Source: an optimization exercise on an open RTL-to-GDS flow (aim: small area, a short achievable clock period and few clock cycles). Production flows keep margins and buffers that such runs may drop. Function was checked by simulation only, so behaviour that the tests miss may differ from the original. Power and IR drop assume default switching activity.

## flow/design.v

```verilog
module pm25_codec (
    input  wire         clk,
    input  wire         rst,         
    input  wire         req_valid,
    input  wire [31:0]  req_word,
    input  wire [5:0]   req_nops,    
    input  wire [255:0] req_ops,     
    output wire         busy,
    input  wire         rx_valid,
    input  wire [1:0]   rx_kind,     
    input  wire [7:0]   rx_byte,
    output wire         rx_ready,
    output reg  [2:0]   st,
    output reg  [1:0]   rop,
    output wire [7:0]   nrx,
    output reg          len_vld,
    output wire [15:0]  lenf_r,
    output reg          lmatch,
    output reg          csc_vld,
    output wire [15:0]  csc,
    output reg          csr_vld,
    output reg  [15:0]  csr,
    output wire [5:0]   flen,
    output wire [255:0] fbuf,
    output reg          cbuf_vld,
    output wire [55:0]  cbuf
);
    localparam [2:0] ST_OK      = 3'd0,
                     ST_TIMEOUT = 3'd1,
                     ST_LENMIS  = 3'd2,
                     ST_CSUM    = 3'd3,
                     ST_TERR    = 3'd4,
                     ST_ILLEGAL = 3'd6,
                     ST_NONE    = 3'd7;
    reg         s_h0, s_h1, s_lh, s_ll, s_bd;    
    reg         s_en;                            
    reg         s_vs, s_vc;                      
    reg         busy_r;      
    reg         busy_o;      
    reg         busy_n;      
    reg         rxr;         
    reg         pol;         
    reg  [5:0]  tg;          
    reg  [5:0]  em4;         
    reg         tl;          
    reg         lastr;       
    reg  [5:0]  idx;         
    reg         fsy;         
    reg         fsyn;        
    reg  [6:0]  cnt;         
    reg  [12:0] acc;         
    reg         cscz;        
    reg  [239:0] fb;         
    reg  [23:0] cbd;         
    reg  [9:0]  cck;         
    reg         cv1, cv0;    
    reg  [255:0] vsr;        
    reg  [3:0]  vm;          
    reg         vl;          
    reg  [8:0]  s01, s23;    
    assign busy     = busy_o;
    assign rx_ready = rxr;
    assign nrx      = {busy_n, cnt};
    assign flen     = idx;
    assign csc      = {cscz, cscz, cscz, acc};
    assign fbuf[7:0]    = {fsyn, fsy, fsyn, fsyn, fsyn, fsyn, fsy, fsyn};   
    assign fbuf[15:8]   = {fsyn, fsy, fsyn, fsyn, fsy, fsy, fsyn, fsy};     
    assign fbuf[255:16] = fb;
    assign lenf_r = {fb[7:0], fb[15:8]};
    assign cbuf[7:0]   = {cv0, cv1, cv0, cv0, cv0, cv0, cv1, cv0};         
    assign cbuf[15:8]  = {cv0, cv1, cv0, cv0, cv1, cv1, cv0, cv1};         
    assign cbuf[39:16] = cbd;
    assign cbuf[47:40] = {cv0, cv0, cv0, cv0, cv0, cv0, cck[9:8]};
    assign cbuf[55:48] = cck[7:0];
    wire [3:0]  w_op    = req_word[3:0];
    wire [7:0]  w_arg8  = req_word[15:8];
    wire [15:0] w_arg16 = req_word[31:16];
    wire a_le32  = (w_arg8[7:6] == 2'b00) && (!w_arg8[5] || (w_arg8[4:0] == 5'd0));
    wire a_ge6   = (w_arg8[7:3] != 5'd0) || (w_arg8[2:1] == 2'b11);
    wire a_ge2   = (w_arg8[7:1] != 7'd0);
    wire sync_ok = (w_op == 4'h1) && (req_word[7:5] == 3'b000) &&
                   (w_arg16 == 16'h0000) && a_ge6 && a_le32;
    wire enc_ok  = (w_op == 4'h2) && (req_word[7:4] == 4'h0);
    wire ver_ok  = (w_op == 4'h3) && (req_word[7:4] == 4'h0) &&
                   (w_arg16 == 16'h0000) && a_ge2 && a_le32 &&
                   ({2'b00, req_nops} == w_arg8);
    wire [9:0]  enc_sum = 10'h08F + {2'b00, cbd[7:0]} + {2'b00, cbd[15:8]} +
                          {2'b00, cbd[23:16]};
    wire take = req_valid && !busy_r;
    wire        rv    = rx_valid;
    wire        fire  = rx_valid && rxr;
    wire        isb   = (rx_kind == 2'd0);
    wire        istmo = (rx_kind == 2'd1);
    wire        b42   = (rx_byte == 8'h42);
    wire        b4d   = (rx_byte == 8'h4D);
    wire        bz    = (rx_byte == 8'h00);
    wire        at2e  = (cnt == {tg, 1'b0});    
    wire        at2e1 = (cnt == {tg, 1'b1});    
    wire        hunt  = s_h0 || s_h1;
    wire        stor  = s_lh || s_ll || s_bd;   
    wire        hi0   = (fb[7:0] == 8'h00);
    wire        lm    = hi0 && (rx_byte == {2'b00, em4});
    reg         blt;
    integer     k;
    always @(*) begin
        blt = 1'b0;
        for (k = 0; k < 6; k = k + 1)
            blt = (!rx_byte[k] && em4[k]) || (!(rx_byte[k] ^ em4[k]) && blt);
    end
    wire        lless = hi0 && (rx_byte[7:6] == 2'b00) && blt;
    wire [5:0]  tbody = tl ? (fb[13:8] + 6'd4) : tg;
    wire        ckhi  = (acc[12:8] == csr[4:0]) && (csr[7:5] == 3'd0);
    wire        ckok  = ckhi && (rx_byte == acc[7:0]);
    wire        h0end = !b42 && at2e;                        
    wire        h1end = !b4d && (at2e1 || (!b42 && at2e));   
    wire        llgo  = pol ? !(hi0 && bz) : lm;             
    wire        lastl = pol && hi0 && bz;                    
    wire        tmo   = (s_h0 && h0end) || (s_h1 && h1end);
    wire        lmis  = s_ll && !pol && !lm;
    wire        ckend = (s_ll && lastl) || (s_bd && lastr);
    wire        bend  = tmo || (s_ll && !llgo) || (s_bd && lastr);
    wire        sdone = !isb || bend;                        
    wire [2:0]  sst   = !isb  ? (istmo ? ST_TIMEOUT : ST_TERR) :
                        tmo   ? ST_TIMEOUT :
                        lmis  ? ST_LENMIS :
                        ckok  ? ST_OK : ST_CSUM;
    wire [7:0]  v0 = vm[0] ? vsr[7:0]   : 8'd0;
    wire [7:0]  v1 = vm[1] ? vsr[15:8]  : 8'd0;
    wire [7:0]  v2 = vm[2] ? vsr[23:16] : 8'd0;
    wire [7:0]  v3 = vm[3] ? vsr[31:24] : 8'd0;
    wire [12:0] vacc = acc + {4'd0, s01} + {4'd0, s23};
    wire [15:0] q1 = {3'd0, acc}, q2 = {7'd0, s01}, q3 = {7'd0, s23};
    wire [15:0] qs = q1 ^ q2 ^ q3;
    wire [15:0] qc = {(q1[14:0] & q2[14:0]) | (q1[14:0] & q3[14:0]) | (q2[14:0] & q3[14:0]), 1'b0};
    wire [15:0] qneed = qs ^ qc ^ csr;
    wire [15:0] qgen  = (qs & qc) | ((qs | qc) & ~csr);
    wire        veq   = (qneed == {qgen[14:0], 1'b0});
    reg  [15:0] vcsr;
    always @(*) begin
        case (tg[2:0])
            3'd2:    vcsr = {vsr[7:0],   vsr[15:8]};
            3'd3:    vcsr = {vsr[15:8],  vsr[23:16]};
            3'd4:    vcsr = {vsr[23:16], vsr[31:24]};
            3'd5:    vcsr = {vsr[31:24], vsr[39:32]};
            default: vcsr = {vsr[39:32], vsr[47:40]};
        endcase
    end
    always @(posedge clk) begin
        if (rst) begin
            {s_h0, s_h1, s_lh, s_ll, s_bd, s_en, s_vs, s_vc} <= 8'd0;
            busy_r   <= 1'b0;
            busy_o   <= 1'b0;
            busy_n   <= 1'b0;
            rxr      <= 1'b0;
            st       <= ST_NONE;
            rop      <= 2'd0;
            cnt      <= 7'd0;
            idx      <= 6'd0;
            fsy      <= 1'b0;
            fsyn     <= 1'b1;
            len_vld  <= 1'b0;
            csc_vld  <= 1'b0;
            cscz     <= 1'b1;
            csr_vld  <= 1'b0;
            cbuf_vld <= 1'b0;
            cv1      <= 1'b0;
            cv0      <= 1'b1;
        end else if (!busy_r) begin
            if (req_valid) begin
                len_vld <= 1'b0;
                csc_vld <= 1'b0;
                cscz    <= 1'b1;
                csr_vld <= 1'b0;
                cnt     <= 7'd0;
                s_h0    <= sync_ok;
                s_en    <= enc_ok;
                s_vs    <= ver_ok;
                rxr     <= sync_ok;
                busy_r  <= sync_ok || enc_ok || ver_ok;
                busy_o  <= sync_ok || enc_ok || ver_ok;
                busy_n  <= sync_ok || enc_ok || ver_ok;
                if (sync_ok) begin
                    idx  <= 6'd0;
                    fsy  <= 1'b0;
                    fsyn <= 1'b1;
                end
                if (!(sync_ok || enc_ok || ver_ok)) begin
                    st  <= ST_ILLEGAL;
                    rop <= 2'd0;
                end
            end
        end else if (rxr) begin
            if (rv) begin
                cnt  <= cnt + 7'd1;
                s_h0 <= isb && (s_h0 ? (!b42 && !at2e) :
                                s_h1 && !b4d && !b42 && !at2e1 && !at2e);
                s_h1 <= isb && (s_h0 ? b42 : s_h1 && b42 && !at2e1);
                s_lh <= isb && s_h1 && b4d;
                s_ll <= isb && s_lh;
                s_bd <= isb && (s_ll ? llgo : s_bd && !lastr);
                if (sdone) begin
                    busy_r <= 1'b0;
                    busy_o <= 1'b0;
                    busy_n <= 1'b0;
                    rxr    <= 1'b0;
                    st     <= sst;
                    rop    <= 2'd1;
                end
                if (isb && s_ll)
                    len_vld <= 1'b1;
                if (isb && ckend) begin
                    csc_vld <= 1'b1;
                    cscz    <= 1'b0;
                    csr_vld <= 1'b1;
                end
                if (isb && stor)
                    idx <= idx + 6'd1;
                if (isb && s_h1 && b4d) begin
                    idx  <= 6'd2;
                    fsy  <= 1'b1;
                    fsyn <= 1'b0;
                end
            end
        end else if (s_en) begin
            s_en     <= 1'b0;
            busy_r   <= 1'b0;
            busy_o   <= 1'b0;
            busy_n   <= 1'b0;
            cbuf_vld <= 1'b1;
            cv1      <= 1'b1;
            cv0      <= 1'b0;
            csc_vld  <= 1'b1;
            cscz     <= 1'b0;
            st       <= ST_OK;
            rop      <= 2'd2;
        end else if (s_vs) begin
            if (vl) begin
                s_vs <= 1'b0;
                s_vc <= 1'b1;
            end
        end else begin
            s_vc    <= 1'b0;
            busy_r  <= 1'b0;
            busy_o  <= 1'b0;
            busy_n  <= 1'b0;
            csc_vld <= 1'b1;
            cscz    <= 1'b0;
            csr_vld <= 1'b1;
            st      <= veq ? ST_OK : ST_CSUM;
            rop     <= 2'd3;
        end
    end
    always @(posedge clk) begin
        if (!busy_r) begin
            if (req_valid) begin
                tg  <= w_arg8[5:0];
                em4 <= w_arg8[5:0] - 6'd4;
                pol <= req_word[4];
                acc <= 13'd0;
                s01 <= 9'd0;
                s23 <= 9'd0;
                vm  <= {w_arg8[5:0] >= 6'd6, w_arg8[5:0] >= 6'd5,
                        w_arg8[5:0] >= 6'd4, w_arg8[5:0] >= 6'd3};
                vl  <= (w_arg8[5:0] <= 6'd6);
            end
        end else if (rxr) begin
            if (rv) begin
                csr <= {csr[7:0], rx_byte};
                if (hunt)
                    acc <= 13'h042;
                else if (stor && !(s_bd && lastr))
                    acc <= acc + {5'd0, csr[7:0]};
                if (s_ll) begin
                    tl     <= pol && lless;
                    lastr  <= pol && hi0 && (rx_byte == 8'h01);
                    lmatch <= lm;
                end
                if (s_bd)
                    lastr <= (idx + 6'd2 == tbody);
            end
            if (s_bd)
                tg <= tbody;
        end else if (s_en) begin
            acc <= {3'd0, enc_sum};
        end else begin
            tg  <= tg - 6'd4;
            acc <= vacc;
            s01 <= {1'b0, v0} + {1'b0, v1};
            s23 <= {1'b0, v2} + {1'b0, v3};
            vm  <= {tg >= 6'd10, tg >= 6'd9, tg >= 6'd8, tg >= 6'd7};
            vl  <= (tg <= 6'd10);
            if (s_vs)
                csr <= vcsr;
        end
    end
    always @(posedge clk) begin
        if (take && enc_ok)
            cbd <= {w_arg16[7:0], w_arg16[15:8], w_arg8};
        if (s_en)
            cck <= enc_sum;
    end
    genvar g;
    generate
        for (g = 2; g < 32; g = g + 1) begin : g_fb
            always @(posedge clk)
                if (stor && idx[4:0] == g)
                    fb[8*g-9:8*g-16] <= rx_byte;
        end
    endgenerate
    always @(posedge clk) begin
        vsr[255:224] <= req_ops[255:224];
        if (s_vs)
            vsr[223:0] <= vsr[255:32];
        else
            vsr[223:0] <= req_ops[223:0];
    end
endmodule
```

## flow/flow/run.sh

```bash
#!/bin/bash
set -euo pipefail
export BUFFER_PORTS_ARGS="-buffer_cell sky130_fd_sc_hd__buf_1"
export SETUP_SLACK_MARGIN=6.6
bash standard.sh > standard.log 2>&1
```

## flow/standard.sh

```bash
#!/bin/bash
# synth_recipe.tcl (not shown) runs the flow's synth.tcl, then flattens the netlist and writes it again
# the make line also repeats each setting of config.mk as NAME=value (left out here)
make -C /OpenROAD-flow-scripts/flow DESIGN_CONFIG=/design/flow/config.mk WORK_HOME=/design/flow/orfs CLKGATE_MAP_FILE= SYNTH_SCRIPT=/design/flow/synth_recipe.tcl "${@:-finish}"
```

## flow/config.mk

```make
export PLATFORM = sky130hd
export DESIGN_NAME = pm25_codec
export DESIGN_NICKNAME = pm25_codec
export VERILOG_FILES = /design/flow/design.v
export SDC_FILE = /design/flow/constraint.sdc
export NUM_CORES = 4
export LEC_CHECK = 0
export ABC_CLOCK_PERIOD_IN_PS = 3000
export CAP_MARGIN = 35
export CORE_MARGIN = 2
export CORE_UTILIZATION = 50
export SLEW_MARGIN = 20
```

## flow/constraint.sdc

```tcl
create_clock -name core_clock -period 10.0 [get_ports {clk}]
set_input_delay 2.0000 -clock core_clock [delete_from_list [all_inputs] [get_ports {clk}]]
set_output_delay 2.0000 -clock core_clock [all_outputs]
set_load 0.01 [all_outputs]
```

==> flow_summary.toml, run 1 <==
[synth]
synth.area.top_cells = "edfxtp_1, dfxtp_1, mux2_2, ha_1, fa_1"
ys_seq_area_frac = 0.6299
synth.most_common_cell = "edfxtp_1"
synth_top_area_cell = "edfxtp_1"
yosysTopAreaCellShare = 0.4014
synthCells = 1890
synth_edf_count = 342
yosysWarnings = 1
synth-async-reset-ratio = 0
syn_avg_cell_area_sq_um = 13.54
synthFlopType = "edfxtp_1"
netlist_area_sq_mm = 0.02558
synth_cell_type_count = 73
synthesis.nets = 2304
synthTopCellsByCount = "edfxtp_1, dfxtp_1, mux2_2"
synth-seq-cells = 634

[job]
cap_violations = 0

[critical_path]
critPathTopFamily = "compound AO/OA/AOI/OAI gates"
worst-path-buf-inv = 3
slowest_stage = "a311oi_2"
crit_type = "input pin to flop"
arrival_ns = 4.01
critPathMaxFanout = 6
ff2ff_path_depth = 8
end_kind = "flop"
startpoint = "rx_byte[5]"
crit_chain = "clkbuf_16 -> buf_12 -> inv_2 -> ha_4 -> and4_1 -> nand4_1 -> a311oi_2 -> o211ai_2 -> o211ai_4 -> nand2_2 -> o32a_1"
critical_path_required_ns = 10.50
rr_endpoint = "st[1]"
startpoint_type = "input pin"
worstReg2RegStart = "acc[2]"
r2r_slack_ns = 6.72
cp_slowest_stage_delay_ns = 0.36

[placement]
pre_cts_ws_ns = 5.443
port_buffers = 693
gp_congestion = 0.9320
dp_hpwl_um = 65720

[global_route]
overflow = 0
antenna_found_initial = 30
grt_first_pass_wirelength_um = 125600
grt_max_degree = 77
grt_pass1_vias = 17900
track_usage = 0.3318

[power]
cellLeakagePower_nw = 11.62
p_seq_frac = 0.504
p_sw_w = 0.001276
p_comb_frac = 0.067
p_per_area_mw_per_mm2 = 176.6
total_power_w = 0.005628
p_clk_frac = 0.428
sw_frac_of_total = 0.2267
peakVddDrop_uv = 143.2
p_int_w = 0.004352

[worst_hold_path]
min_path_cells = 1
min_from = "vsr[127]"
min_to = "vsr[95]"
min_path_type = "flop to flop"

[final_layout]
drive_above_1_share = 0.1858
utilization = 0.6327
fin_nets = 3028
synthToLayoutAreaGrowth_pct = 24.58

[outcome]
status = "no timing/DRC/antenna violations"

[drt]
wl_um = 89600
via_per_inst = 5.503
wl_per_cell_um = 26.73
firstDrtPassIters = 5
ant_nets = 0
vias = 18450
drc = 0
dr.first_iter.drc_count = 1634

[floorplan]
io_pins = 694
fp.dieH_um = 230.2
fp.dieW_um = 230.2
initial_core_util = 0.5078
rows = 82
core_sq_mm = 0.05038
dieArea_sq_mm = 0.05299

[clocking]
cts_hold_buf = 0
cts_buffers = 67
clock_tree.buffer_depth = 3
clock_latency_ns = 0.62
cts.sinks = 634
cts_tree = "built"
clock-root-buffer = "clkbuf_16"
cts_max_level = 3
clk_pin_slew_ns = 0.06

[sta]
final_max_slew_viol_count = 0
finalSetupTns_ns = 0
max_slew_margin = 0.3703
skew_ns = 0.02498
worst_slack_ns = 6.487
hold_viol_final = 0
tightest_slew_ns = 0.9410
rsz0062_at_grt = "yes"
finalCriticalPeriod_ns = 3.513
setup_violations = 0
period_share = 0.3513
fmax_mhz = 284.7
cells in the final DEF (no fill, tap or decap), types with 17 or more instances in the layout:
cell       count
clkbuf_1      21
nand2_1       71
nor2_1       113
o21ai_0       50
a21oi_1       62
nand3_1       19
fa_1          28
buf_1        669
a211oi_1      18
nor2b_1       19
buf_2         17
and2_1        32
xnor2_1       44
clkbuf_16     70
mux2_2       224
edfxtp_1     342
inv_1         82
a221oi_1      17
buf_4         61
dfxtp_1      281
xor2_1        33
ha_1          70
nor3_1        28
flip-flops by register name, summed over array words and instances, names as in the netlist, 7 cells and up:
signal	count
cck	10
cnt	7
fb	240
acc	13
s01	9
s23	9
csr	16
cbd	24
vsr	256
through the flow:
stage / instance area, sq um / cells / hold WS, ns
floorplan: 25660 / 1890 / 0.4329
global placement: 28560 / 3151 / 0.4362
detailed placement: 28600 / 3156 / 0.4390
CTS: 31500 / 3317 / 0.4536
global route: 31840 / 3338 / 0.4601
finish: 31870 / 3352 / 0.4517
per-layer routing:
layer	GRT usage	up-vias	wire (um)
met5	0	-	172
met4	0.1008	28	2710
met3	0.1064	172	9672
met2	0.5501	993	43340
met1	0.4143	8976	33700
li1	-	8276	-
logic make-up after synthesis:
logic type | Yosys count | synth area share
AOI/OAI and AO/OA | 260 | 0.06749
xor gates and xnor gates | 77 | 0.02636
adders and majority gates | 106 | 0.06064
muxes | 228 | 0.1002
buffers and inverters | 214 | 0.04079
DFF | 634 | 0.6299
and+or+nand+nor | 371 | 0.07463
how the worst max path moves through the flow:
| stage | to | slack [ns] | depth (start not counted) |
|---|---|---|---|
| finish | st[1] | 6.49 | 11 |
| global placement | st[1] | 5.48 | 11 |
| floorplan | st[1] | 6.36 | 9 |
| CTS | st[1] | 6.51 | 9 |
| detailed placement | st[1] | 5.44 | 11 |
| global route | rop[1] | 6.44 | 12 |
area by class of cell:
| cell class | count | area, sq um |
|---|---|---|
| flip-flops and latches | 634 | 16130 |
| multi-input cells | 1042 | 8673 |
| inverters | 90 | 360.3 |
| diodes | 16 | 40.04 |
| fillers | 4074 | 18500 |
| well taps | 672 | 840.8 |
| repair buffers | 779 | 3709 |
| clock buffers | 92 | 1813 |
| clock inverters | 27 | 304.0 |
power by group through the flow:
| stage | clock [W] | combinational, W | sequential [W] |
|---|---|---|---|
| 2_1_floorplan | 0 | 0.000187 | 0.00288 |
| 3_3_place_gp | 0 | 0.000313 | 0.00289 |
| 3_5_place_dp | 0 | 0.000319 | 0.00290 |
| 4_1_cts | 0.00244 | 0.000366 | 0.00284 |
| 5_1_grt | 0.00254 | 0.000412 | 0.00284 |
| 6_report | 0.00241 | 0.000380 | 0.00284 |
timing repair:
item	in CTS	in global routing
pin swaps	9	21
resized for setup	70	46
hold endpoints to repair	0	0
setup buffers	34	15
cloned	8	0
setup endpoints to repair	61	33
Testbench counts, summed over its fixed seeds: cycles 28,075.
==> inputs of run 2 (changes only) <==
--- a/flow/config.mk
+++ b/flow/config.mk
@@ -6,7 +6,8 @@
 export NUM_CORES = 4
 export LEC_CHECK = 0
-export ABC_CLOCK_PERIOD_IN_PS = 3000
 export CAP_MARGIN = 35
 export CORE_MARGIN = 2
 export CORE_UTILIZATION = 50
+export CTS_BUF_LIST = sky130_fd_sc_hd__clkbuf_4 sky130_fd_sc_hd__clkbuf_8
+export CTS_CLUSTER_SIZE = 20
 export SLEW_MARGIN = 20
==> run 2 against run 1 <==
Net effect: fmax is 3.0% higher; count of clock-buffer cells in the layout is 68 higher; sequential share of layout area hardly changed; sequential power hardly changed; global-route usage is 0.19 points lower; largest power group unchanged.
==> flow_summary.toml, run 2 <==
[job]
cap_violations = 0

[final_layout]
reg_top3 = "vsr x256, fb x240, cbd x24"
max_flop_register = "vsr"
final_common_cell = "buf_1"
utilization = 0.6337
finalInstanceArea_sq_mm = 0.03192
drive_above_1_share = 0.2165
fin_nets = 3064
layout_common_cells = "buf_1, edfxtp_1, dfxtp_1"
synthToLayoutAreaGrowth_pct = 24.78
largest_register_ffs = 256

[clocking]
cts.sinks = 634
cts_hold_buf = 0
cts_buffers = 101
clock_tree.buffer_depth = 3
clock_latency_ns = 0.70
cts_tree = "built"
cts_max_level = 3
clk_pin_slew_ns = 0.06
clock-root-buffer = "clkbuf_8"

[floorplan]
fp.dieH_um = 230.2
fp.dieW_um = 230.2
dieArea_sq_mm = 0.05299
initial_core_util = 0.5078
core_sq_mm = 0.05038
rows = 82
io_pins = 694

[sta]
worst_slack_ns = 6.590
tightest_slew_ns = 0.9352
fmax_mhz = 293.3
skew_ns = 0.02543
finalSetupTns_ns = 0
whs_ns = 0.4469
max_slew_margin = 0.3743
rsz0062_at_grt = "yes"
hold_viol_final = 0
finalCriticalPeriod_ns = 3.410
period_share = 0.3410
final_max_slew_viol_count = 0
setup_violations = 0

[drt]
wl_per_cell_um = 26.28
ant_nets = 0
drc = 0
via_per_inst = 5.462
firstDrtPassIters = 5
dr.first_iter.drc_count = 1390
vias = 18660
wl_um = 89770

[global_route]
grt_first_pass_wirelength_um = 124900
grt_pass1_vias = 18140
track_usage = 0.3299
antenna_found_initial = 26
grt_max_degree = 77
overflow = 0

[power]
cellLeakagePower_nw = 11.81
peakVddDrop_uv = 140.5
p_per_area_mw_per_mm2 = 175.0

[critical_path]
critPathMaxFanout = 2
crit_type = "flop to primary output"
slowest_stage = "edfxtp_1"
critical_path_required_ns = 8.00
cp_slowest_stage_delay_ns = 0.41
end_kind = "primary output"
arrival_ns = 1.41
startpoint_type = "flop"
crit_chain = "buf_12 -> buf_8"

[synth]
synth.area.top_cells = "edfxtp_1, dfxtp_1, mux2_2, ha_1, fa_1"
synth_cell_type_count = 73
netlist_area_sq_mm = 0.02558
synthCells = 1890
synth_top_area_cell = "edfxtp_1"
synthFlopType = "edfxtp_1"
synth.most_common_cell = "edfxtp_1"
synthesis.nets = 2304
synth_edf_count = 342
yosysWarnings = 1
synth-async-reset-ratio = 0
ys_seq_area_frac = 0.6299
syn_avg_cell_area_sq_um = 13.54
synth-seq-cells = 634
yosysTopAreaCellShare = 0.4014
synthTopCellsByCount = "edfxtp_1, dfxtp_1, mux2_2"

[worst_hold_path]
min_path_type = "flop to flop"

[outcome]
status = "no timing/DRC/antenna violations"

[placement]
dp_hpwl_um = 65720
placed_area_sq_mm = 0.02860
gp_congestion = 0.9320
pre_cts_ws_ns = 5.443
port_buffers = 693
[run 2: cell counts after synthesis]
Identical to the previous run, type by type.
[run 2: area by class of cell]
type	count	area [sq um]
Antenna cell	9	22.52
Sequential cell	634	16160
Inverter	90	352.8
Clock inverter	28	242.7
Timing Repair Buffer	781	3719
Fill cell	4085	18450
Clock buffer	160	1971
Tap cell	672	840.8
Multi-Input combinational cell	1042	8618
[run 2: metal layers]
metal	vias to the layer above	GRT usage	share of wire
met5	-	0	0.0023
met1	9051	0.4109	0.38
met3	208	0.1057	0.10
met2	1007	0.5423	0.48
met4	32	0.1125	0.036
li1	8360	-	-
[run 2: cell families (layout without fill, tap and decap cells)]
group / after synthesis / in the layout / share of synthesized area
compound gates: 260 / 260 / 0.06749
fa+ha+maj: 106 / 106 / 0.06064
xor+xnor: 77 / 77 / 0.02636
other cells: 0 / 9 / 0
buf+inv: 214 / 1059 / 0.04079
flops: 634 / 634 / 0.6299
simple gates: 371 / 371 / 0.07463
mux: 228 / 228 / 0.1002
[run 2: critical path: cells and delay by family, from the launching register on]
kind	cells	cell delay, ns
flops	1	0.41
buf+inv	2	0.28
[run 2: power by group]
group	total [W]	internal, W	switching [W]
sequential	0.00284	0.00281	0.0000303
clock	0.00238	0.00135	0.00103
combinational	0.000373	0.000173	0.000200
[run 2: worst paths after layout]
| path | start | to | slack, ns | cells past startpoint |
|---|---|---|---|---|
| max | cbd[12] | cbuf[28] | 6.59 | 2 |
| min | vsr[123] | vsr[91] | 0.45 | 1 |
| max reg2reg | acc[2] | st[1] | 6.68 | 8 |
| min reg2reg | vsr[123] | vsr[91] | 0.45 | 1 |
[run 2: timing repair]
action | 4_1_cts | 5_1_grt
gates cloned | 7 | 1
pin swaps | 3 | 13
setup endpoints to repair | 97 | 46
setup buffers | 39 | 12
gates resized for setup | 76 | 66
[run 2: through the flow]
stage               power, W  std cells
floorplan           0.003068       1890
global placement    0.003208       3151
detailed placement  0.003216       3156
CTS                 0.005600       3390
global route        0.005764       3409
finish              0.005587       3416
==> inputs of run 3 (changes only) <==
--- a/flow/config.mk
+++ b/flow/config.mk
@@ -9,5 +9,4 @@
 export CORE_MARGIN = 2
 export CORE_UTILIZATION = 50
-export CTS_BUF_LIST = sky130_fd_sc_hd__clkbuf_4 sky130_fd_sc_hd__clkbuf_8
-export CTS_CLUSTER_SIZE = 20
+export CTS_BUF_LIST = sky130_fd_sc_hd__clkbuf_4
 export SLEW_MARGIN = 20
==> run 3 against run 2 <==
Net effect: first-iteration DRC count is 12% higher; fmax decreased by 8.5%; critical endpoint unchanged; cell area grew 2.7%; global-route usage is essentially flat; largest power group unchanged; clock skew up 0.013 ns; largest cell class unchanged; still clean.
==> flow_summary.toml, run 3 <==
[clocking]
clock-root-buffer = "clkbuf_4"
clock_latency_ns = 1.03
cts_max_level = 4
cts_buffers = 163
cts.sinks = 634
clock_tree.buffer_depth = 3
cts_tree = "built"
clk_pin_slew_ns = 0.07

[drt]
wl_per_cell_um = 25.13
wl_um = 89250
firstDrtPassIters = 7
via_per_inst = 5.385
dr.first_iter.drc_count = 1553
vias = 19130
drc = 0
ant_nets = 0

[sta]
max_slew_margin = 0.3614
tightest_slew_ns = 0.9544
skew_ns = 0.03871
hold_viol_final = 0
setup_violations = 0
finalSetupTns_ns = 0
finalCriticalPeriod_ns = 3.726
period_share = 0.3726
fmax_mhz = 268.4
rsz0062_at_grt = "yes"
final_max_slew_viol_count = 0

[worst_hold_path]
min_path_cells = 1
min_path_type = "flop to flop"

[synth]
synth_edf_count = 342
yosysWarnings = 1
ys_seq_area_frac = 0.6299
synth-seq-cells = 634
synth-async-reset-ratio = 0
syn_avg_cell_area_sq_um = 13.54
netlist_area_sq_mm = 0.02558
synth.area.top_cells = "edfxtp_1, dfxtp_1, mux2_2, ha_1, fa_1"
synthFlopType = "edfxtp_1"
synthTopCellsByCount = "edfxtp_1, dfxtp_1, mux2_2"
synth_top_area_cell = "edfxtp_1"
synthCells = 1890
synth_cell_type_count = 73
synth.most_common_cell = "edfxtp_1"
yosysTopAreaCellShare = 0.4014
synthesis.nets = 2304

[final_layout]
synthToLayoutAreaGrowth_pct = 28.16
largest_register_ffs = 256
finalInstanceArea_sq_mm = 0.03279
reg_top3 = "vsr x256, fb x240, cbd x24"
fin_nets = 3166
max_flop_register = "vsr"
layout_common_cells = "edfxtp_1, buf_1, dfxtp_1"
final_common_cell = "edfxtp_1"
drive_above_1_share = 0.3614

[critical_path]
crit_type = "flop to primary output"
end_kind = "primary output"
cp_slowest_stage_delay_ns = 0.42
crit_chain = "buf_12 -> buf_8"
critPathMaxFanout = 2
ff2ff_path_depth = 16
critPathTopFamily = "flip-flops"
startpoint_type = "flop"
worst-path-buf-inv = 2
critical_path_depth = 2
arrival_ns = 1.73
slowest_stage = "edfxtp_1"
critical_path_required_ns = 8.00

[floorplan]
dieArea_sq_mm = 0.05299
fp.dieH_um = 230.2
io_pins = 694
rows = 82
core_sq_mm = 0.05038
fp.dieW_um = 230.2
initial_core_util = 0.5078

[placement]
port_buffers = 693
gp_congestion = 0.9320
dp_hpwl_um = 65720
placed_area_sq_mm = 0.02860

[power]
cellLeakagePower_nw = 12.99
peakVddDrop_uv = 125.2
total_power_w = 0.005343
p_per_area_mw_per_mm2 = 163.0

[global_route]
grt_pass1_vias = 18950
overflow = 0
track_usage = 0.3304
grt_max_degree = 77
antenna_found_initial = 27
grt_first_pass_wirelength_um = 125100

[job]
cap_violations = 0

[outcome]
status = "no timing/DRC/antenna violations"
run 3: changes by cell type in the layout (fill, tap and decap cells not counted), moves of 11 or more:
cell | previous run | this run
buf_1 | 658 | 340
clkbuf_4 | 38 | 236
clkbuf_2 | 7 | 157
clkbuf_8 | 123 | 0
buf_2 | 15 | 116
buf_6 | 10 | 84
buf_4 | 69 | 107
dfxtp_4 | 7 | 28
clkinv_1 | 12 | 30
dfxtp_1 | 274 | 263
run 3: worst register-to-register path, stage by stage, from the launching register on:
cell and delay [ns]:
edfxtp_1 0.40, buf_6 0.14, buf_6 0.11, inv_4 0.05, ha_4 0.21, fa_1 0.48, inv_1 0.04, ha_2 0.18
inv_2 0.06, fa_2 0.20, nor2b_1 0.05, o21ai_1 0.21, a21boi_2 0.11, o311a_1 0.39, o21ai_2 0.17, a211o_1 0.20
o221ai_2 0.10
run 3: routing by layer:
layer | GRT usage | vias up | wire length (um)
li1 | - | 8635 | -
met1 | 0.4042 | 9183 | 34000
met2 | 0.5332 | 1064 | 42750
met3 | 0.1133 | 221 | 8954
met4 | 0.1397 | 26 | 3388
met5 | 0 | - | 157
run 3: cells by family (layout without fill, tap and decap cells):
logic type / after synthesis / after routing / share of synthesized area
AOI/OAI and AO/OA: 260 / 260 / 0.06749
and+or+nand+nor: 371 / 371 / 0.07463
muxes: 228 / 228 / 0.1002
other: 0 / 13 / 0
buffers and inverters: 214 / 1191 / 0.04079
DFF: 634 / 634 / 0.6299
adders and majority gates: 106 / 106 / 0.06064
xor gates and xnor gates: 77 / 77 / 0.02636
run 3: path summary, 6_finish.rpt:
path	start	endpoint	slack, ns
max reg2reg	cbd[9]	acc[9]	6.63
min	vsr[141]	vsr[109]	0.43
min reg2reg	vsr[141]	vsr[109]	0.43
max	cbd[12]	cbuf[28]	6.27
run 3: cell type report:
| class | count | area [sq um] |
|---|---|---|
| antenna | 13 | 32.53 |
| clock buffer | 236 | 1772 |
| clock inverter | 44 | 220.2 |
| fill | 4053 | 17590 |
| inverter | 90 | 352.8 |
| multi-input combinational | 1042 | 8607 |
| sequential | 634 | 16220 |
| tap | 672 | 840.8 |
| timing repair buffer | 821 | 4740 |
run 3: where the power goes:
part           internal, W  switching [W]
clock network      0.00111        0.00105
registers          0.00280      0.0000303
logic             0.000161       0.000192
run 3: repair_timing:
item / CTS / global route
pin swaps: 0 / 22
buffers inserted: 67 / 28
hold buffers: 0 / 0
setup endpoints to repair: 389 / 401
cloned: 2 / 2
gates resized for setup: 368 / 206
run 3: stage by stage:
| step | utilization | hold WS [ns] | setup WS, ns | std cells |
|---|---|---|---|---|
| floorplan | - | 0.4329 | 6.356 | 1890 |
| global placement | 0.5669 | 0.4362 | 5.479 | 3151 |
| detailed placement | 0.5678 | 0.4390 | 5.443 | 3156 |
| CTS | 0.6360 | 0.4297 | 6.202 | 3505 |
| global route | 0.6504 | 0.4528 | 6.205 | 3543 |
| finish | 0.6508 | 0.4332 | 6.274 | 3552 |
==> inputs of run 4 (changes only) <==
--- a/flow/config.mk
+++ b/flow/config.mk
@@ -9,4 +9,4 @@
 export CORE_MARGIN = 2
 export CORE_UTILIZATION = 50
-export CTS_BUF_LIST = sky130_fd_sc_hd__clkbuf_4
+export CTS_BUF_LIST = sky130_fd_sc_hd__clkbuf_8
 export SLEW_MARGIN = 20
==> run 4 against run 3 <==
Net effect: count of clock-buffer cells in the layout is 113 lower; highest routed layer unchanged; critical path type unchanged; critical endpoint unchanged; still clean; hold slack better by 0.0099 ns; combinational power is 6.2% higher; sequential power hardly changed; clock skew is 0.019 ns lower; via count is 2.7% lower; synthesized cell count stayed put.
==> flow_summary.toml, run 4 <==
[outcome]
status = "no timing/DRC/antenna violations"

[synth]
synth_top_family_by_area = "multiplexers"
synth-simple-area-share = 0.07463
synth_edf_count = 342
synth_mux_area_frac = 0.1002
yosysTopAreaCellShare = 0.4014
netlist_area_sq_mm = 0.02558
synth_top_area_cell = "edfxtp_1"
synth_xor_area_frac = 0.02636
yosysWarnings = 1
synth_cell_type_count = 73
syn_avg_cell_area_sq_um = 13.54
synth-async-reset-ratio = 0
synthFlopType = "edfxtp_1"
synth_fa_ha_area_frac = 0.06064
synthCells = 1890
ys_seq_area_frac = 0.6299
synth-seq-cells = 634
synth.most_common_cell = "edfxtp_1"
synthTopCellsByCount = "edfxtp_1, dfxtp_1, mux2_2"
synth.area.top_cells = "edfxtp_1, dfxtp_1, mux2_2, ha_1, fa_1"
synth-compound-area-share = 0.06749
synthesis.nets = 2304

[power]
p_per_area_mw_per_mm2 = 171.2
cellLeakagePower_nw = 11.87
total_power_w = 0.005446
peakVddDrop_uv = 141.6

[placement]
gp_congestion = 0.9320
port_buffers = 693
dp_hpwl_um = 65720

[final_layout]
layout_common_cells = "buf_1, edfxtp_1, dfxtp_1"
reg_top3 = "vsr x256, fb x240, cbd x24"
synthToLayoutAreaGrowth_pct = 24.31
drive_above_1_share = 0.2030
final_common_cell = "buf_1"
largest_register_ffs = 256
max_flop_register = "vsr"
fin_nets = 3068

[sta]
whs_ns = 0.4431
period_share = 0.3410
setup_violations = 0
hold_viol_final = 0
rsz0062_at_grt = "yes"
final_max_slew_viol_count = 0
fmax_mhz = 293.2
skew_ns = 0.02004
tightest_slew_ns = 0.9906
finalCriticalPeriod_ns = 3.410
max_slew_margin = 0.3371
finalSetupTns_ns = 0

[clocking]
cts_tree = "built"
clk_pin_slew_ns = 0.06
cts_buffers = 101
clock_latency_ns = 0.70
cts_max_level = 3
clock-root-buffer = "clkbuf_8"
clock_tree.buffer_depth = 3
cts.sinks = 634

[global_route]
grt_first_pass_wirelength_um = 125500
track_usage = 0.3303
antenna_found_initial = 24
grt_pass1_vias = 18180
grt_max_degree = 77
overflow = 0

[floorplan]
fp.dieH_um = 230.2
rows = 82
dieArea_sq_mm = 0.05299
core_sq_mm = 0.05038
io_pins = 694
initial_core_util = 0.5078
fp.dieW_um = 230.2

[drt]
ant_nets = 0
vias = 18620
wl_um = 89760
via_per_inst = 5.448
firstDrtPassIters = 5
dr.first_iter.drc_count = 1421
drc = 0
wl_per_cell_um = 26.27

[critical_path]
arrival_ns = 1.41
critPathMaxFanout = 2
crit_type = "flop to primary output"
startpoint = "cbd[12]"
critical_path_required_ns = 8.00
end_kind = "primary output"
startpoint_type = "flop"
worstReg2RegStart = "cbd[3]"

[worst_hold_path]
min_path_type = "flop to flop"
min_from = "vsr[97]"

[job]
cap_violations = 0
## run 4: cell types whose count changed in the layout (fill, tap and decap cells not counted), sizes merged
| cell | previous run | this run |
|---|---|---|
| buf | 660 | 767 |
| bufbuf | 2 | 6 |
| bufinv | 1 | 4 |
| clkbuf | 395 | 135 |
| clkinv | 33 | 23 |
| clkinvlp | 3 | 2 |
| diode | 13 | 6 |
| inv | 97 | 126 |
## run 4: stage by stage
step,util,instance area (sq um),worst slack (ns),std cells
floorplan,-,25660,6.356,1890
global placement,0.5669,28560,5.479,3151
detailed placement,0.5678,28600,5.443,3156
CTS,0.6234,31400,6.441,3390
global route,0.6311,31790,6.545,3413
finish,0.6313,31800,6.590,3417
## run 4: timing repair
action / 4_1_cts / 5_1_grt
gates cloned: 6 / 2
endpoints found under the setup margin: 98 / 46
endpoints found under the hold margin: 0 / 0
pin swaps: 6 / 11
hold buffers: 0 / 0
resized for setup: 84 / 53
setup buffers: 40 / 15
## run 4: metal layers
metal,GRT usage,wire length [um]
met3,0.09921,8556
met1,0.4168,34810
met5,0,192
met4,0.1099,3173
met2,0.5432,43030
## run 4: kinds of logic after synthesis
logic type	Yosys count
flops	634
simple gates	371
compound gates	260
mux	228
buf+inv	214
fa+ha+maj	106
xor+xnor	77
## run 4: final timing paths
path | to | slack [ns] | cells past startpoint
max | cbuf[28] | 6.59 | 2
min reg2reg | vsr[65] | 0.44 | 1
max reg2reg | acc[7] | 6.70 | 12
min | vsr[65] | 0.44 | 1
## run 4: cell type report
cell class / count / area, sq um
Clock inverter: 65 / 381.6
Fill cell: 4110 / 18570
Multi-Input combinational cell: 1042 / 8607
Clock buffer: 123 / 1693
Antenna cell: 6 / 15.01
Tap cell: 672 / 840.8
Inverter: 90 / 350.3
Timing Repair Buffer: 785 / 3757
Sequential cell: 634 / 16160
## run 4: power breakdown
part | internal (W) | switching [W] | total [W]
Combinational | 0.000174 | 0.000200 | 0.000374
Sequential | 0.00281 | 0.0000300 | 0.00284
Clock | 0.00121 | 0.00102 | 0.00224
Total | 0.00419 | 0.00125 | 0.00545
## run 4: critical path, cell delays in order (launching register included)
cell	delay [ns]
edfxtp_1	0.41
buf_12	0.17
buf_8	0.13
==> inputs of run 5 (changes only) <==
==> flow/flow/run.sh (replaced) <==
#!/bin/bash
set -euo pipefail
export BUFFER_PORTS_ARGS="-buffer_cell sky130_fd_sc_hd__buf_1"
export SETUP_SLACK_MARGIN=6.8
bash standard.sh > standard.log 2>&1
==> run 5 against run 4 <==
Net effect: still clean; clock skew grew 0.022 ns; total power fell by 0.69%; clock power shrank 3%; critical endpoint is now st[1]; largest cell class unchanged.
==> flow_summary.toml, run 5 <==
[final_layout]
final_common_cell = "edfxtp_1"
largest_register_ffs = 256
nFillCells = 3900
max_flop_register = "vsr"
fin_nets = 3150
reg_top3 = "vsr x256, fb x240, cbd x24"
layout_common_cells = "edfxtp_1, buf_1, dfxtp_1"
synthToLayoutAreaGrowth_pct = 31.76
drive_above_1_share = 0.3578

[outcome]
status = "no timing/DRC/antenna violations"

[global_route]
grt_pass1_vias = 18850
grt_use_met1 = 0.4180
met3_usage = 0.1279
antenna_found_initial = 28
grtUsageMet2 = 0.5547
track_usage = 0.3412
grt_max_degree = 73
busiest_layer = "met2"
grt_first_pass_wirelength_um = 129300
overflow = 0

[drt]
vias = 19260
dr.first_iter.drc_count = 1697
ant_nets = 0
wl_per_cell_um = 26.52
drc = 0
firstDrtPassIters = 5
via_per_inst = 5.485
wl_um = 93110

[synth]
synthTopCellsByCount = "edfxtp_1, dfxtp_1, mux2_2"
synthesis.nets = 2304
synth.area.top_cells = "edfxtp_1, dfxtp_1, mux2_2, ha_1, fa_1"
synth.most_common_cell = "edfxtp_1"
ys_seq_area_frac = 0.6299
synth-async-reset-ratio = 0
synth_cell_type_count = 73
synth_top_area_cell = "edfxtp_1"
syn_avg_cell_area_sq_um = 13.54
synthFlopType = "edfxtp_1"
synthCells = 1890
synth_edf_count = 342
synth-seq-cells = 634
netlist_area_sq_mm = 0.02558
yosysTopAreaCellShare = 0.4014
yosysWarnings = 1

[placement]
pre_cts_ws_ns = 5.383
gp_congestion = 0.9188
port_buffers = 693
dp_hpwl_um = 64700

[critical_path]
critical_path_required_ns = 10.60
slowest_stage = "a311oi_2"
worst-path-buf-inv = 3
cp_slowest_stage_delay_ns = 0.40
crit_type = "input pin to flop"
ff2ff_path_depth = 9
worstReg2RegStart = "acc[1]"
end_kind = "flop"
crit_chain = "clkbuf_16 -> buf_12 -> inv_8 -> ha_4 -> nor4bb_4 -> nand4_1 -> a311oi_2 -> o211ai_2 -> o211ai_4 -> nand2_2 -> o32a_1"
arrival_ns = 4.18
critPathMaxFanout = 5
critical_path_depth = 11
startpoint = "rx_byte[0]"
critPathTopFamily = "compound AO/OA/AOI/OAI gates"
startpoint_type = "input pin"

[clocking]
clock_latency_ns = 0.71
cts.sinks = 634
clk_pin_slew_ns = 0.06
clock_tree.buffer_depth = 3
cts_tree = "built"
cts_buffers = 102
cts_hold_buf = 0
cts_max_level = 3
clock-root-buffer = "clkbuf_8"

[sta]
hold_viol_final = 0
max_slew_margin = 0.4284
rsz0062_at_grt = "yes"
fmax_mhz = 279.6
finalCriticalPeriod_ns = 3.577
tightest_slew_ns = 0.8484
worst_slack_ns = 6.423
setup_violations = 0
finalSetupTns_ns = 0
period_share = 0.3577
skew_ns = 0.04201
final_max_slew_viol_count = 0

[floorplan]
rows = 82
core_sq_mm = 0.05038
io_pins = 694
dieArea_sq_mm = 0.05299
fp.dieW_um = 230.2
initial_core_util = 0.5078
fp.dieH_um = 230.2

[power]
peakVddDrop_uv = 154.0
p_per_area_mw_per_mm2 = 160.4
total_power_w = 0.005408
cellLeakagePower_nw = 13.35

[worst_hold_path]
min_from = "vsr[171]"
min_path_type = "flop to flop"
min_path_cells = 1

[job]
cap_violations = 0
[run 5: cell count changes in the layout (fill, tap and decap cells not counted), sizes merged]
cell / change
clkbuf: +153
buf: -81
clkinv: +13
diode: +10
bufbuf: +2
bufinv: -2
inv: -1
[run 5: cells by family (layout without fill, tap and decap cells)]
| family | Yosys count | count (layout) | synth area share |
|---|---|---|---|
| flip-flops | 634 | 634 | 0.6299 |
| AND/OR/NAND/NOR | 371 | 371 | 0.07463 |
| AO/OA/AOI/OAI | 260 | 260 | 0.06749 |
| multiplexers | 228 | 228 | 0.1002 |
| buffers and inverters | 214 | 1147 | 0.04079 |
| adder cells (fa/ha/maj) | 106 | 106 | 0.06064 |
| XOR/XNOR | 77 | 77 | 0.02636 |
| other | 0 | 16 | 0 |
[run 5: timing repair]
action,4_1_cts,5_1_grt
pin swaps,27,41
gates cloned,9,0
endpoints found under the setup margin,412,410
resized for setup,425,242
buffers inserted,92,38
[run 5: through the flow]
step	hold WS [ns]	cell area [sq um]	cells	utilization
CTS	0.4495	32740	3448	0.6500
finish	0.4503	33710	3511	0.6691
floorplan	0.4329	25690	1890	-
detailed placement	0.4383	28630	3156	0.5683
global placement	0.4344	28570	3149	0.5672
global route	0.4527	33680	3501	0.6686
[run 5: worst register-to-register path, delay by kind of cell, from the launching register on]
kind            cells  cell delay [ns]
simple gates        2             0.74
compound gates      2             0.48
fa+ha+maj           2             1.03
xor+xnor            1             0.22
buf+inv             2             0.28
flops               1             0.46
[run 5: report_power, final]
| group | switching, W | internal [W] |
|---|---|---|
| clock network | 0.00106 | 0.00112 |
| registers | 0.0000305 | 0.00280 |
| logic | 0.000213 | 0.000187 |
[run 5: metal layers]
metal | share of wire | vias to the layer above
met5 | 0.0017 | -
met2 | 0.47 | 1111
met1 | 0.37 | 9365
met4 | 0.038 | 24
met3 | 0.12 | 218
li1 | - | 8539
[run 5: layout make-up]
type                       count  area, sq um  share of cell area
clock inverter                75        387.9             0.01151
antenna                       16        40.04            0.001188
sequential                   634        16210              0.4809
inverter                      90        365.4             0.01084
timing repair buffer         866         5414              0.1606
multi-input combinational   1042         8853              0.2627
tap                          672        840.8             0.02494
clock buffer                 116         1597             0.04736
[run 5: path summary, 6_finish.rpt]
path,end,slack (ns)
max,st[1],6.42
min,vsr[139],0.45
max reg2reg,st[1],6.68
min reg2reg,vsr[139],0.45
==> inputs of run 6 (changes only) <==
==> flow/flow/run.sh (replaced) <==
#!/bin/bash
set -euo pipefail
export BUFFER_PORTS_ARGS="-buffer_cell sky130_fd_sc_hd__buf_1"
export SETUP_SLACK_MARGIN=6.4
bash standard.sh > standard.log 2>&1
==> run 6 against run 5 <==
Net effect: hold slack worse by 0.0047 ns; routed wire length down 8.0%; synthesized cell count unchanged; global-route usage down 3.4 points; die area unchanged; fmax about the same; non-clock buffer count down 106; clock skew down 0.0089 ns; core utilization down 4.7 points; largest power group unchanged; highest routed layer unchanged.
==> flow_summary.toml, run 6 <==
[outcome]
status = "no timing/DRC/antenna violations"

[sta]
skew_ns = 0.03312
final_max_slew_viol_count = 0
max_slew_margin = 0.4019
rsz0062_at_grt = "yes"
setup_violations = 0
finalCriticalPeriod_ns = 3.574
fmax_mhz = 279.8
tightest_slew_ns = 0.8939
finalSetupTns_ns = 0
period_share = 0.3574
hold_viol_final = 0

[synth]
synthTopCellsByCount = "edfxtp_1, dfxtp_1, mux2_2"
yosysWarnings = 1
synth_cell_type_count = 73
synth_edf_count = 342
ys_seq_area_frac = 0.6299
synth.most_common_cell = "edfxtp_1"
synth_top_area_cell = "edfxtp_1"
syn_avg_cell_area_sq_um = 13.54
netlist_area_sq_mm = 0.02558
synthCells = 1890
synthesis.nets = 2304
synth-async-reset-ratio = 0
synthFlopType = "edfxtp_1"
yosysTopAreaCellShare = 0.4014
synth.area.top_cells = "edfxtp_1, dfxtp_1, mux2_2, ha_1, fa_1"
synth-seq-cells = 634

[global_route]
grtUsageMet2 = 0.5066
overflow = 0
busiest_layer = "met2"
grt_max_degree = 62
track_usage = 0.3071
grt_use_met1 = 0.3812
grt_first_pass_wirelength_um = 118500
antenna_found_initial = 25
grt_pass1_vias = 18000
met3_usage = 0.09549

[critical_path]
end_kind = "primary output"
ff2ff_path_depth = 14
cp_slowest_stage_delay_ns = 0.56
rr_endpoint = "acc[9]"
crit_chain = "buf_1"
critical_path_required_ns = 8.00
r2r_slack_ns = 6.57
worst-path-buf-inv = 1
slowest_stage = "edfxtp_1"
critPathTopFamily = "flip-flops"
crit_type = "flop to primary output"
startpoint_type = "flop"
worstReg2RegStart = "cbd[1]"
critPathMaxFanout = 2
arrival_ns = 1.57

[final_layout]
max_flop_register = "vsr"
nFillCells = 4112
largest_register_ffs = 256
layout.cells.non_filler = 3398
synthToLayoutAreaGrowth_pct = 22.50
final_common_cell = "buf_1"
drive_above_1_share = 0.1784
reg_top3 = "vsr x256, fb x240, cbd x24"
fin_nets = 3044
layout_common_cells = "buf_1, edfxtp_1, dfxtp_1"

[job]
cap_violations = 0

[clocking]
clock_tree.buffer_depth = 3
clock-root-buffer = "clkbuf_8"
cts_tree = "built"
clk_pin_slew_ns = 0.07
cts_buffers = 102
cts.sinks = 634
cts_max_level = 3
clock_latency_ns = 0.70
cts_hold_buf = 0

[placement]
gp_congestion = 0.9168
dp_hpwl_um = 63150
port_buffers = 693
dp_cells = 3161

[worst_hold_path]
min_path_type = "flop to flop"
min_to = "vsr[30]"
min_path_cells = 1
min_from = "vsr[62]"

[power]
peakVddDrop_uv = 144.1
cellLeakagePower_nw = 11.55
p_per_area_mw_per_mm2 = 173.3
total_power_w = 0.005432

[floorplan]
initial_core_util = 0.5078
rows = 82
fp.dieH_um = 230.2
dieArea_sq_mm = 0.05299
io_pins = 694
core_sq_mm = 0.05038
fp.dieW_um = 230.2

[drt]
wl_um = 85630
vias = 18480
dr.first_iter.drc_count = 1479
via_per_inst = 5.437
ant_nets = 0
wl_per_cell_um = 25.20
firstDrtPassIters = 6
drc = 0
==> run 6: cell counts after synthesis <==
Identical to the previous run, type by type.
==> run 6: report_power, final <==
part,switching [W],total [W],internal (W)
combinational,0.000187,0.000349,0.000163
clock,0.00105,0.00224,0.00119
sequential,0.0000342,0.00284,0.00281
==> run 6: worst max path at each step <==
| stage | from | to | depth (start not counted) |
|---|---|---|---|
| 4_1_cts | rx_byte[5] | st[1] | 11 |
| 2_1_floorplan | rx_byte[4] | st[1] | 9 |
| 6_report | cbd[23] | cbuf[39] | 1 |
| 3_5_place_dp | rx_byte[0] | st[1] | 11 |
| 3_3_place_gp | rx_byte[0] | st[1] | 11 |
| 5_1_grt | rx_byte[0] | st[1] | 11 |
==> run 6: cell families (layout without fill, tap and decap cells) <==
group	count (synthesis)	in the layout	share of synthesized area
AO/OA/AOI/OAI	260	260	0.06749
other	0	13	0
buffers and inverters	214	1037	0.04079
flip-flops	634	634	0.6299
adder cells (fa/ha/maj)	106	106	0.06064
AND/OR/NAND/NOR	371	371	0.07463
XOR/XNOR	77	77	0.02636
multiplexers	228	228	0.1002
==> run 6: final cells by class <==
type | count | area [sq um] | area share
clock inverters | 79 | 564.3 | 0.01801
diodes | 13 | 32.53 | 0.001038
multi-input cells | 1042 | 8524 | 0.2720
well taps | 672 | 840.8 | 0.02683
flip-flops and latches | 634 | 16120 | 0.5145
clock buffers | 108 | 1486 | 0.04743
inverters | 90 | 350.3 | 0.01118
repair buffers | 760 | 3417 | 0.1090
==> run 6: timing repair <==
action / in CTS / in global routing
hold endpoints to repair: 0 / 0
buffers inserted: 0 / 26
resized for setup: 19 / 49
pin swaps: 0 / 7
cloned: 0 / 7
setup endpoints to repair: 14 / 23
==> run 6: metal layers <==
layer | wire (um) | vias to the layer above
li1 | - | 8321
met1 | 33360 | 8952
met2 | 40850 | 1000
met3 | 8519 | 175
met4 | 2706 | 28
met5 | 195 | -
==> run 6: through the flow <==
step	setup WS [ns]	hold WS (ns)	util	cell area [sq um]
after floorplan	6.355	0.4329	-	25630
final	6.426	0.4455	0.6221	31340
after detailed placement	5.398	0.4389	0.5690	28660
after CTS	6.353	0.4440	0.6109	30770
after global routing	6.370	0.4630	0.6215	31310
after global placement	5.490	0.4349	0.5664	28530
==> inputs of run 7 (changes only) <==
==> flow/flow/run.sh (replaced) <==
#!/bin/bash
set -euo pipefail
export BUFFER_PORTS_ARGS="-buffer_cell sky130_fd_sc_hd__buf_1"
export SETUP_SLACK_MARGIN=6.7
bash standard.sh > standard.log 2>&1
==> run 7 against run 6 <==
Net effect: still clean on timing, DRC and antenna; sequential power hardly changed; synthesized area stayed put; hold slack hardly changed; first-iteration DRC count is 8.0% higher; via count is 2.7% higher; clock skew is 0.0076 ns lower; cell count is 2.6% higher; core utilization is 3.1 points higher; worst setup slack better by 0.096 ns.
==> flow_summary.toml, run 7 <==
[outcome]
status = "no timing/DRC/antenna violations"

[critical_path]
arrival_ns = 4.11
rr_endpoint = "acc[9]"
ff2ff_path_depth = 14
crit_type = "input pin to flop"
critical_path_required_ns = 10.63
startpoint_type = "input pin"
end_kind = "flop"
critPathMaxFanout = 7
r2r_slack_ns = 6.70
worstReg2RegStart = "cbd[10]"

[sta]
period_share = 0.3478
whs_ns = 0.4453
tightest_slew_ns = 0.9387
finalSetupTns_ns = 0
setup_violations = 0
finalCriticalPeriod_ns = 3.478
fmax_mhz = 287.6
final_max_slew_viol_count = 0
hold_viol_final = 0
skew_ns = 0.02554
max_slew_margin = 0.3719
rsz0062_at_grt = "yes"

[floorplan]
fp.dieW_um = 230.2
fp.dieH_um = 230.2
core_sq_mm = 0.05038
initial_core_util = 0.5078
dieArea_sq_mm = 0.05299
io_pins = 694
rows = 82

[synth]
synthTopCellsByCount = "edfxtp_1, dfxtp_1, mux2_2"
synth_edf_count = 342
synth.most_common_cell = "edfxtp_1"
ys_seq_area_frac = 0.6299
yosysWarnings = 1
syn_avg_cell_area_sq_um = 13.54
synth_top_area_cell = "edfxtp_1"
synthFlopType = "edfxtp_1"
yosysTopAreaCellShare = 0.4014
synth-async-reset-ratio = 0
synth-seq-cells = 634
synth.area.top_cells = "edfxtp_1, dfxtp_1, mux2_2, ha_1, fa_1"
synth_cell_type_count = 73
synthesis.nets = 2304
netlist_area_sq_mm = 0.02558
synthCells = 1890

[power]
peakVddDrop_uv = 123.2
p_seq_frac = 0.520
p_sw_w = 0.001282
p_int_w = 0.004164
sw_frac_of_total = 0.2354
cellLeakagePower_nw = 12.51
p_clk_frac = 0.409
p_comb_frac = 0.071
p_per_area_mw_per_mm2 = 165.6

[final_layout]
ff_latch_area_sq_mm = 0.01618
drive_above_1_share = 0.2820
fin_nets = 3133
max_flop_register = "vsr"
layout_common_cells = "buf_1, edfxtp_1, dfxtp_1"
largest_register_ffs = 256
nFillCells = 3960
multi_input_area_sq_mm = 0.008810
synthToLayoutAreaGrowth_pct = 28.53
final_common_cell = "buf_1"
reg_top3 = "vsr x256, fb x240, cbd x24"

[drt]
firstDrtPassIters = 5
via_per_inst = 5.440
wl_um = 90130
wl_per_cell_um = 25.84
ant_nets = 0
dr.first_iter.drc_count = 1597
drc = 0
vias = 18970

[clocking]
cts_max_level = 3
cts_hold_buf = 0
clock_tree.buffer_depth = 3
clock_latency_ns = 0.71
cts.sinks = 634
clock-root-buffer = "clkbuf_8"
cts_buffers = 103
cts_tree = "built"
clk_pin_slew_ns = 0.06

[placement]
port_buffers = 693
dp_hpwl_um = 63430
gp_congestion = 0.9306

[worst_hold_path]
min_path_type = "flop to flop"
min_path_cells = 1
min_to = "vsr[197]"
min_from = "vsr[229]"

[global_route]
track_usage = 0.3291
grt_max_degree = 79
grt_pass1_vias = 18510
overflow = 0
grt_first_pass_wirelength_um = 124800
antenna_found_initial = 26

[job]
cap_violations = 0
## run 7: cell counts after synthesis
Identical to the previous run, type by type.
## run 7: how the worst max path moves through the flow
stage,slack (ns),from,cells past startpoint,end
after floorplan,6.36,rx_byte[4],9,st[1]
after global placement,5.51,rx_byte[0],11,st[1]
after detailed placement,5.42,rx_byte[0],11,st[1]
after CTS,6.54,csr[0],1,csr[0]
after global routing,6.50,rx_byte[0],11,st[1]
final,6.52,rx_byte[0],12,st[2]
## run 7: through the flow
step | std cells | area (sq um) | power (W) | utilization | setup slack (ns)
2_1_floorplan | 1890 | 25680 | 0.003069 | - | 6.356
3_3_place_gp | 3149 | 28560 | 0.003205 | 0.5670 | 5.515
3_5_place_dp | 3155 | 28630 | 0.003216 | 0.5683 | 5.424
4_1_cts | 3427 | 32140 | 0.005461 | 0.6381 | 6.538
5_1_grt | 3479 | 32860 | 0.005622 | 0.6523 | 6.503
6_report | 3488 | 32880 | 0.005446 | 0.6527 | 6.522
## run 7: power by group through the flow
stage	Sequential, W	Clock, W	Combinational, W
2_1_floorplan	0.00288	0	0.000188
3_3_place_gp	0.00290	0	0.000309
3_5_place_dp	0.00290	0	0.000319
4_1_cts	0.00283	0.00226	0.000371
5_1_grt	0.00284	0.00237	0.000417
6_report	0.00283	0.00223	0.000386
## run 7: layout make-up
cell class,count,area share
sequential,634,0.4922
multi-input combinational,1042,0.2679
timing repair buffer,848,0.1400
clock buffer,117,0.04897
tap,672,0.02557
clock inverter,70,0.01332
inverter,90,0.01088
antenna,15,0.001142
## run 7: logic make-up after synthesis
logic type | share of synthesized area
flip-flops | 0.6299
AND/OR/NAND/NOR | 0.07463
AO/OA/AOI/OAI | 0.06749
multiplexers | 0.1002
buffers and inverters | 0.04079
adder cells (fa/ha/maj) | 0.06064
XOR/XNOR | 0.02636
## run 7: worst max-delay path: stages
cell	delay (ns)
clkbuf_16	0.11
buf_12	0.12
inv_8	0.04
ha_4	0.26
nor4bb_4	0.28
nand4_1	0.21
a311oi_2	0.41
o211ai_4	0.17
o211ai_4	0.17
buf_4	0.18
a211oi_2	0.03
a21oi_1	0.11
## run 7: routing by layer
metal | up-vias | part of all wire | global-route usage
met5 | - | 0.0016 | 0
met2 | 1078 | 0.48 | 0.5449
met4 | 24 | 0.038 | 0.1288
met1 | 9172 | 0.38 | 0.4012
met3 | 202 | 0.10 | 0.1039
li1 | 8498 | - | -
## run 7: what timing repair did
action                     in CTS  in global routing
resized for setup             243                116
gates cloned                    8                  0
pin swaps                      14                 22
setup buffers                  77                 40
setup endpoints to repair     199                165
==> inputs of run 8 (changes only) <==
==> flow/flow/run.sh (replaced) <==
#!/bin/bash
set -euo pipefail
export BUFFER_PORTS_ARGS="-buffer_cell sky130_fd_sc_hd__buf_1"
export SETUP_SLACK_MARGIN=6.6
bash standard.sh > standard.log 2>&1
--- a/flow/config.mk
+++ b/flow/config.mk
@@ -6,4 +6,5 @@
 export NUM_CORES = 4
 export LEC_CHECK = 0
+export ABC_AREA = 1
 export CAP_MARGIN = 35
 export CORE_MARGIN = 2
==> run 8 against run 7 <==
Net effect: worst setup slack better by 0.086 ns; cell count is 7.1% higher; register-to-register slack better by 0.10 ns; via count is 0.87% higher; clock power is 4% lower; critical path depth is 11 lower; critical endpoint is now lenf_r[2]; largest cell class unchanged; highest routed layer unchanged.
==> flow_summary.toml, run 8 <==
[clocking]
cts_hold_buf = 0
cts_tree = "built"
clk_pin_slew_ns = 0.07
clock-root-buffer = "clkbuf_8"
clock_latency_ns = 0.70
clock_tree.buffer_depth = 3
cts.sinks = 634
cts_max_level = 3
cts_buffers = 98

[drt]
dr.first_iter.drc_count = 1365
wl_per_cell_um = 22.38
drc = 0
ant_nets = 0
wl_um = 83590
vias = 19140
via_per_inst = 5.124
firstDrtPassIters = 5

[floorplan]
initial_core_util = 0.5058
fp.dieH_um = 232.0
rows = 83
io_pins = 694
fp.dieW_um = 232.0
core_sq_mm = 0.05141
dieArea_sq_mm = 0.05384

[power]
p_int_w = 0.004129
p_per_area_mw_per_mm2 = 171.9
cellLeakagePower_nw = 12.35
sw_frac_of_total = 0.2382
peakVddDrop_uv = 140.2
p_comb_frac = 0.077
p_sw_w = 0.001291
p_seq_frac = 0.531
p_clk_frac = 0.392

[worst_hold_path]
min_path_cells = 1
min_to = "vsr[127]"
min_path_type = "flop to flop"
min_from = "vsr[159]"

[final_layout]
ff_latch_area_sq_mm = 0.01614
nFillCells = 4398
layout.cells.non_filler = 3735
utilization = 0.6135
max_flop_register = "vsr"
synthToLayoutAreaGrowth_pct = 21.30
layout_common_cells = "buf_1, nand2_1, edfxtp_1"
largest_register_ffs = 256
fin_nets = 3389
reg_top3 = "vsr x256, fb x240, cbd x24"
final_common_cell = "buf_1"
multi_input_area_sq_mm = 0.008344
drive_above_1_share = 0.1616

[sta]
hold_viol_final = 0
finalSetupTns_ns = 0
setup_violations = 0
finalCriticalPeriod_ns = 3.391
rsz0062_at_grt = "yes"
final_max_slew_viol_count = 0
tightest_slew_ns = 0.9231
max_slew_margin = 0.3823
period_share = 0.3391
fmax_mhz = 294.9
worst_slack_ns = 6.609
skew_ns = 0.03080

[synth]
synthesis.nets = 2640
synth_edf_count = 342
synth-seq-cells = 634
syn_avg_cell_area_sq_um = 11.68
synthFlopType = "edfxtp_1"
synth_xor_area_frac = 0.01314
yosysTopAreaCellShare = 0.3950
synth-async-reset-ratio = 0
synth.area.top_cells = "edfxtp_1, dfxtp_1, mux2_2, nand2_1, ha_1"
synth_top_family_by_area = "simple AND/OR/NAND/NOR gates"
synth-simple-area-share = 0.1037
synth.most_common_cell = "nand2_1"
ys_seq_area_frac = 0.6198
synthTopCellsByCount = "nand2_1, edfxtp_1, dfxtp_1"
netlist_area_sq_mm = 0.02600
yosysWarnings = 1
synth_cell_type_count = 55
synthCells = 2226
synth_mux_area_frac = 0.09009
synth_fa_ha_area_frac = 0.05967
synth_top_area_cell = "edfxtp_1"
synth-compound-area-share = 0.05308

[critical_path]
crit_chain = "buf_6"
ff2ff_path_depth = 14
cp_slowest_stage_delay_ns = 0.51
crit_type = "flop to primary output"
startpoint = "fb[10]"
arrival_ns = 1.39
worstReg2RegStart = "cbd[1]"
critPathMaxFanout = 4
end_kind = "primary output"
startpoint_type = "flop"
r2r_slack_ns = 6.80
worst-path-buf-inv = 1
rr_endpoint = "acc[7]"
slowest_stage = "edfxtp_1"
critical_path_required_ns = 8.00
critPathTopFamily = "flip-flops"

[placement]
pre_cts_ws_ns = 5.547
dp_hpwl_um = 64020
dp_cells = 3506
port_buffers = 693
gp_congestion = 0.9513

[global_route]
track_usage = 0.3012
grt_first_pass_wirelength_um = 118000
grt_max_degree = 85
overflow = 0
antenna_found_initial = 9
grt_pass1_vias = 18490

[job]
cap_violations = 0

[outcome]
status = "no timing/DRC/antenna violations"
[run 8: final cells by class]
class                   count  area share
diodes                      5   0.0003967
clock buffers             107     0.04670
clock inverters            68     0.01424
inverters                 242     0.02884
multi-input cells        1243      0.2646
flip-flops and latches    634      0.5116
well taps                 680     0.02698
repair buffers            756      0.1066
[run 8: how the worst max path moves through the flow]
stage	to	cells past startpoint
final	lenf_r[2]	1
after global routing	lenf_r[2]	1
after CTS	lenf_r[2]	1
after detailed placement	st[2]	14
after global placement	st[1]	14
after floorplan	fsy	14
[run 8: stage by stage]
stage	hold WS (ns)	power, W	area [sq um]
after floorplan	0.4292	0.003154	26010
after global placement	0.4362	0.003324	28910
after detailed placement	0.4406	0.003328	28930
after CTS	0.4502	0.005443	31200
after global routing	0.4583	0.005633	31540
final	0.4388	0.005420	31540
[run 8: layer usage]
layer  vias up  global-route usage  share of wire
met5         -                   0        0.00079
met4        10             0.09335          0.032
met3       145             0.06238          0.068
met2       825              0.5336           0.51
met1      9173              0.3679           0.39
li1       8987                   -              -
[run 8: kinds of logic after synthesis]
group	count (synthesis)
simple gates	639
flops	634
buf+inv	349
compound gates	251
mux	208
fa+ha+maj	106
xor+xnor	39
[run 8: what timing repair did]
item | in CTS | in global routing
pin swaps | 0 | 2
setup buffers | 30 | 12
cloned | 1 | 3
gates resized for setup | 43 | 43
setup endpoints to repair | 91 | 38
[run 8: power groups by stage]
stage | combinational [W] | clock [W] | sequential (W)
after global placement | 0.000389 | 0 | 0.00294
after floorplan | 0.000240 | 0 | 0.00291
after global routing | 0.000463 | 0.00229 | 0.00288
after detailed placement | 0.000392 | 0 | 0.00294
final | 0.000418 | 0.00213 | 0.00288
after CTS | 0.000406 | 0.00216 | 0.00288

[separate check: timing with driven ports]
The flow's constraints put no driver on any port. The routed layouts listed below were extracted and timed again, unchanged, in two steps.
Step 1 assumes that a clkbuf_16 drives the clock port and a buf_2 every other input.
Step 2 moves the port delays by t, midway between the first and last clock arrival at a register: inputs arrive t later, outputs are due t later. That takes back most of the time a late clock gives input paths.
Three values: ideal, step 1, step 2; two values: the first two.
run	shift t [ns]	slack for setup (ns)	hold slack, ns	slew at the worst register clock pin (ns)
run 1	0.670	6.487 / 6.475 / 5.805	0.452 / 0.452 / 0.452	0.07 / 0.07
run 2	0.750	6.590 / 6.528 / 5.855	0.447 / 0.447 / 0.447	0.07 / 0.07
run 3	1.066	6.274 / 6.212 / 5.615	0.433 / 0.433 / 0.433	0.08 / 0.08
run 4	0.747	6.590 / 6.530 / 5.884	0.443 / 0.443 / 0.443	0.07 / 0.07
run 5	0.748	6.423 / 6.412 / 5.664	0.450 / 0.450 / 0.450	0.07 / 0.07
run 6	0.754	6.426 / 6.363 / 5.704	0.446 / 0.446 / 0.446	0.07 / 0.07
run 7	0.762	6.522 / 6.499 / 5.737	0.445 / 0.445 / 0.445	0.07 / 0.07
run 8	0.740	6.609 / 6.549 / 5.924	0.439 / 0.439 / 0.439	0.07 / 0.07
After both steps every run listed still meets setup and hold. For run 7, which loses most, drivers alone change the setup slack by -0.023 ns; drivers and shift together by -0.785 ns.
